What follows belongs to an exercise in optimizing a design on an open flow for small area, a short achievable clock period and few clock cycles per item; a production flow would make more cautious choices.
Function was checked by simulation only, so behaviour that the tests miss may differ from the original.

## flow/design.v (module list and top-level ports; edited modules follow where they fit)
// module b85_fa: 10 lines
// module b85_codec: 915 lines
module b85_codec (
    input  wire        clk,
    input  wire        rst,         
    input  wire        in_valid,
    output wire        in_ready,
    input  wire        in_mode,     
    input  wire [39:0] in_data,
    output wire        out_valid,
    input  wire        out_ready,
    output wire [39:0] out_data,
    output wire [1:0]  out_err
);
  // ...
==> flow/run.sh <==
#!/bin/bash
# synth_recipe.tcl (not shown) runs the flow's synth.tcl, then flattens the netlist and writes it again
# the make line also repeats each setting of config.mk as NAME=value (left out here)
make -C /OpenROAD-flow-scripts/flow DESIGN_CONFIG=/design/flow/config.mk WORK_HOME=/design/flow/orfs CLKGATE_MAP_FILE= SYNTH_SCRIPT=/design/flow/synth_recipe.tcl finish
==> flow/config.mk <==
export PLATFORM = sky130hd
export DESIGN_NAME = b85_codec
export DESIGN_NICKNAME = b85_codec
export VERILOG_FILES = /design/flow/design.v
export SDC_FILE = /design/flow/constraint.sdc
export NUM_CORES = 4
export LEC_CHECK = 0
export CAP_MARGIN = 20
export CORE_MARGIN = 2
export CORE_UTILIZATION = 65
export SLEW_MARGIN = 20
export SYNTH_HIERARCHICAL = 1
==> flow/constraint.sdc <==
create_clock -name core_clock -period 30.0 [get_ports {clk}]
set_input_delay 6.0000 -clock core_clock [delete_from_list [all_inputs] [get_ports {clk}]]
set_output_delay 6.0000 -clock core_clock [all_outputs]
set_load 0.01 [all_outputs]
==> qor.csv, run 1 <==
stage,metric,value,unit
sta,final max-slew violation count,0,
sta,sum of negative setup slack,0,ns
worst_setup_path,CP top delay family,simple AND/OR/NAND/NOR gates,
floorplan,Initial Utilization,0.6581,
global_routing,GR Layer Usage met3,0.06321,
cts,CTS buffer count,17,
worst_setup_path,crit path from,out_ready,
cells_and_area,Multi-input comb cells,1312,
global_routing,All-Layer GR Usage,0.2872,
route,ANT nets after route,0,
floorplan,Top Ports,89,
placement,dpl ws,21.97,ns
placement,dpl cells,2225,
cells_and_area,largest reg by FF count,m_p,
outcome,outcome,no timing/DRC/antenna violations,
sta,Slew @ Worst Pin,1.005,ns
cts,CTS max path bufs,2,
worst_setup_path,crit-path max FO,29,
yosys,ys flop type,edfxtp_1,
global_routing,vias in the first global route,14010,
route,# DRC,0,
yosys,synth top area cells,"fa_1, edfxtp_1, ha_1, dfxtp_1, inv_1",
global_routing,M2 GR Usage,0.4705,
worst_setup_path,CP peak stage delay,0.47,ns
yosys,"Seq/Total Area, Yosys",0.2439,
yosys,mapped cell area,0.02002,sq mm
route,Vias/cell,5.893,
yosys,post-synthesis adder-cell area fraction,0.4395,
cts,post-cts sizing count,0,
sta,RSZ-0062 raised after global routing,no,
cells_and_area,multi-input gate share of total cell area,0.6430,
cells_and_area,clk tree area frac,0.02637,
worst_setup_path,CP max-delay cell,nand3_2,
cells_and_area,clk_buf instances,18,
yosys,Synth cell types,72,
Testbench counts, summed over its fixed seeds: cycles 3,224, items 3,200.
==> run 2: changes to the inputs <==
--- a/flow/config.mk
+++ b/flow/config.mk
@@ -9,3 +9,3 @@
 export CORE_MARGIN = 2
-export CORE_UTILIZATION = 65
+export CORE_UTILIZATION = 40
 export SLEW_MARGIN = 20
==> qor.csv, run 2 <==
stage,metric,value,unit,change
outcome,outcome,no timing/DRC/antenna violations,,
cells_and_area,Final Util,0.4545,,
sta,min Tclk post-route,7.640,ns,
route,ANT nets after route,0,,unchanged
cells_and_area,largest reg by FF count,m_p,,
route,initial DRC count,853,,
yosys,Post-synth EDFFs,132,,
cells_and_area,ant diodes,0,,
sta,post-route clock period utilization,0.2547,,
worst_setup_path,CP cell instances,clkdlybuf4s50_1 -> nor2b_1 -> nand3_4 -> nor3b_1 -> o21bai_1,,
yosys,"Seq/Total Area, Yosys",0.2439,,unchanged
cells_and_area,share of cells above drive strength 1,0.06334,,
route,routed via count,13060,,
yosys,"FFs w/ async S/R, synth",0,,
global_routing,initial antenna violation count,0,,
worst_setup_path,crit path kind,in2reg,,
placement,GP Congestion,0.9163,,
worst_setup_path,WP buf/inv,1,,
floorplan,number of core rows,81,,
worst_setup_path,CP peak stage delay,0.57,ns,+0.10 ns
sta,RSZ-0062 raised after global routing,no,,
worst_setup_path,Setup crit start kind,input port,,
cts,CTS Hold Bufs,0,,
route,drt wl/cell,18.26,um,
worst_hold_path,Hold Path Class,reg2reg,,
yosys,Synth Instances,1752,,
worst_setup_path,CP required,30.37,ns,
flow_run,max cap viols,0,,
cts,clock latency (worst-skew pair),0.49,ns,
yosys,ys flop type,edfxtp_1,,
yosys,synth top area cells,"fa_1, edfxtp_1, ha_1, dfxtp_1, inv_1",,
worst_setup_path,CP top delay family,simple AND/OR/NAND/NOR gates,,
cts,CTS tree,done,,
worst_setup_path,crit path DAT,8.01,ns,
cts,Setup Buffers After CTS,0,,
cells_and_area,most frequent cells in the layout,"fa_1, inv_1, ha_1",,
global_routing,first-pass GRT wire length,75.58,mm,
floorplan,Die Width,227.7,um,
global_routing,All-Layer GR Usage,0.1871,,-0.1001
cells_and_area,"commonest non-fill, non-tap cell in the layout",fa_1,,
cells_and_area,nets,2410,,
yosys,most common cell in the synthesized netlist,fa_1,,
cells_and_area,filler cell count,4600,,
cts,post-cts sizing count,0,,unchanged
sta,Slew @ Worst Pin,1.015,ns,+0.009873 ns
yosys,share of the synthesized area in the top cell type,0.3139,,
cts,clock-pin slew on the worst setup and hold paths,0.06,ns,
yosys,syn_nets,2312,,
global_routing,GRT overflow,0,,
cells_and_area,"Design Area, Final",0.02234,sq mm,
placement,dpl hpwl,37.69,mm,
yosys,register bit count reported by yosys,178,,
global_routing,largest net degree at the start of global routing,79,,
yosys,Synth cell types,72,,unchanged
floorplan,Top Ports,89,,unchanged
sta,sum of negative setup slack,0,ns,unchanged
cts,root buffer cell,clkbuf_16,,
route,WL final,46.15,mm,
floorplan,DIE AREA,0.05187,sq mm,
yosys,mapped cell area,0.02002,sq mm,unchanged
cts,CTS H-tree lvls,4,,
floorplan,Die Y,227.7,um,
cts,CTS buffer count,17,,unchanged
worst_setup_path,Crit. End Element,register,,
sta,Hold Slack,0.4734,ns,
worst_setup_path,crit-path max FO,45,,+55%
route,# DRC,0,,unchanged
placement,port bufs,88,,
yosys,"area leader, netlist",fa_1,,
floorplan,Initial Utilization,0.4074,,-0.2507
yosys,Mapped Avg Cell Area,11.43,sq um,
placement,dpl cell area,0.02177,sq mm,
cts,CTS max path bufs,2,,unchanged
floorplan,core area,0.04915,sq mm,
sta,Final Setup Violations,0,,
sta,Fin. Hold Viols,0,,
yosys,Synth Warn #,7,,
route,Vias/cell,5.168,,-12%
sta,final max-slew violation count,0,,unchanged
worst_setup_path,CP max-delay cell,nand3_4,,
sta,FMAX,0.1309,GHz,
cts,clk sinks,178,,
sta,Final Skew,0.01767,ns,
sta,Slew Limit Headroom,0.3160,,
route,DRT Pass-1 Iters,5,,
global_routing,vias in the first global route,13960,,-0.31%
yosys,Post-synth top cells,"fa_1, inv_1, ha_1",,
cells_and_area,flip-flop count of the largest register after layout,48,,
cells_and_area,Area Growth Syn to Fin,11.57,%,
## run 2: cell counts after synthesis
No cell type changed its count.
## run 2: layout make-up
class                   instances  area, sq um  area share
repair buffers                107         1023     0.04581
flip-flops and latches        178         4886      0.2187
clock inverters                12        100.1    0.004481
multi-input cells            1312        14160      0.6340
inverters                     234        878.3     0.03932
clock buffers                  20        457.9     0.02050
well taps                     664        830.8     0.03719
## run 2: Yosys stat by module, one instance, submodules excluded
module,copies in the design,flip-flops and latches,cells inside
b85_codec,1,178,1496
b85_fa,256,0,1
## run 2: path summary, 6_finish.rpt
kind | startpoint | end | slack [ns] | cells past startpoint
setup / recovery | out_ready | rdy | 22.36 | 5
setup reg to reg | ir_data[20] | m_p[26] | 22.84 | 20
hold reg to reg | sk_data[28] | sk_data[28] | 0.47 | 1
hold / removal | sk_data[28] | sk_data[28] | 0.47 | 1
## run 2: metal layers
metal,up-vias,track usage,part of all wire
met5,-,0,0
li1,6188,-,-
met3,50,0.03559,0.048
met4,0,0.05900,0.020
met1,6530,0.2502,0.46
met2,292,0.3075,0.47
## run 2: per-stage QoR
step,setup slack (ns),std cells
floorplan,22.02,1752
global placement,21.46,2495
detailed placement,21.46,2495
CTS,21.97,2527
global route,22.15,2527
finish,22.36,2527
## run 2: cells by family after synthesis
group                      count (synthesis)  synth area share
AOI/OAI and AO/OA                        342            0.1107
adders and majority gates                515            0.4395
and+or+nand+nor                          271           0.06742
DFF                                      178            0.2439
xor gates and xnor gates                 126           0.05661
buffers and inverters                    262           0.04974
muxes                                     58           0.03205

-- port drivers added, routing unchanged --
The results above use ideal ports. As a check the final layouts listed here were re-extracted and re-timed, cells and wires unchanged.
Step 1: set_driving_cell puts a clkbuf_16 on clk and a buf_2 on each other input, an assumption about the parent block.
Step 2 moves the port delays by t, midway between the first and last clock arrival at a register: inputs arrive t later, outputs are due t later. That takes back most of the time a late clock gives input paths.
a / b / c = ideal / step 1 / step 2; a / b = the first two.
run	t, ns	slack for setup (ns)	hold WS [ns]	worst setup path after step 2
run 1	0.494	22.518 / 22.542 / 22.047	0.472 / 0.472 / 0.472	input to register
run 2	0.534	22.360 / 22.388 / 21.855	0.473 / 0.473 / 0.473	input to register
After both steps every run listed still meets setup and hold. For run 2, which loses most, drivers alone change the setup slack by +0.028 ns; drivers and shift together by -0.505 ns.
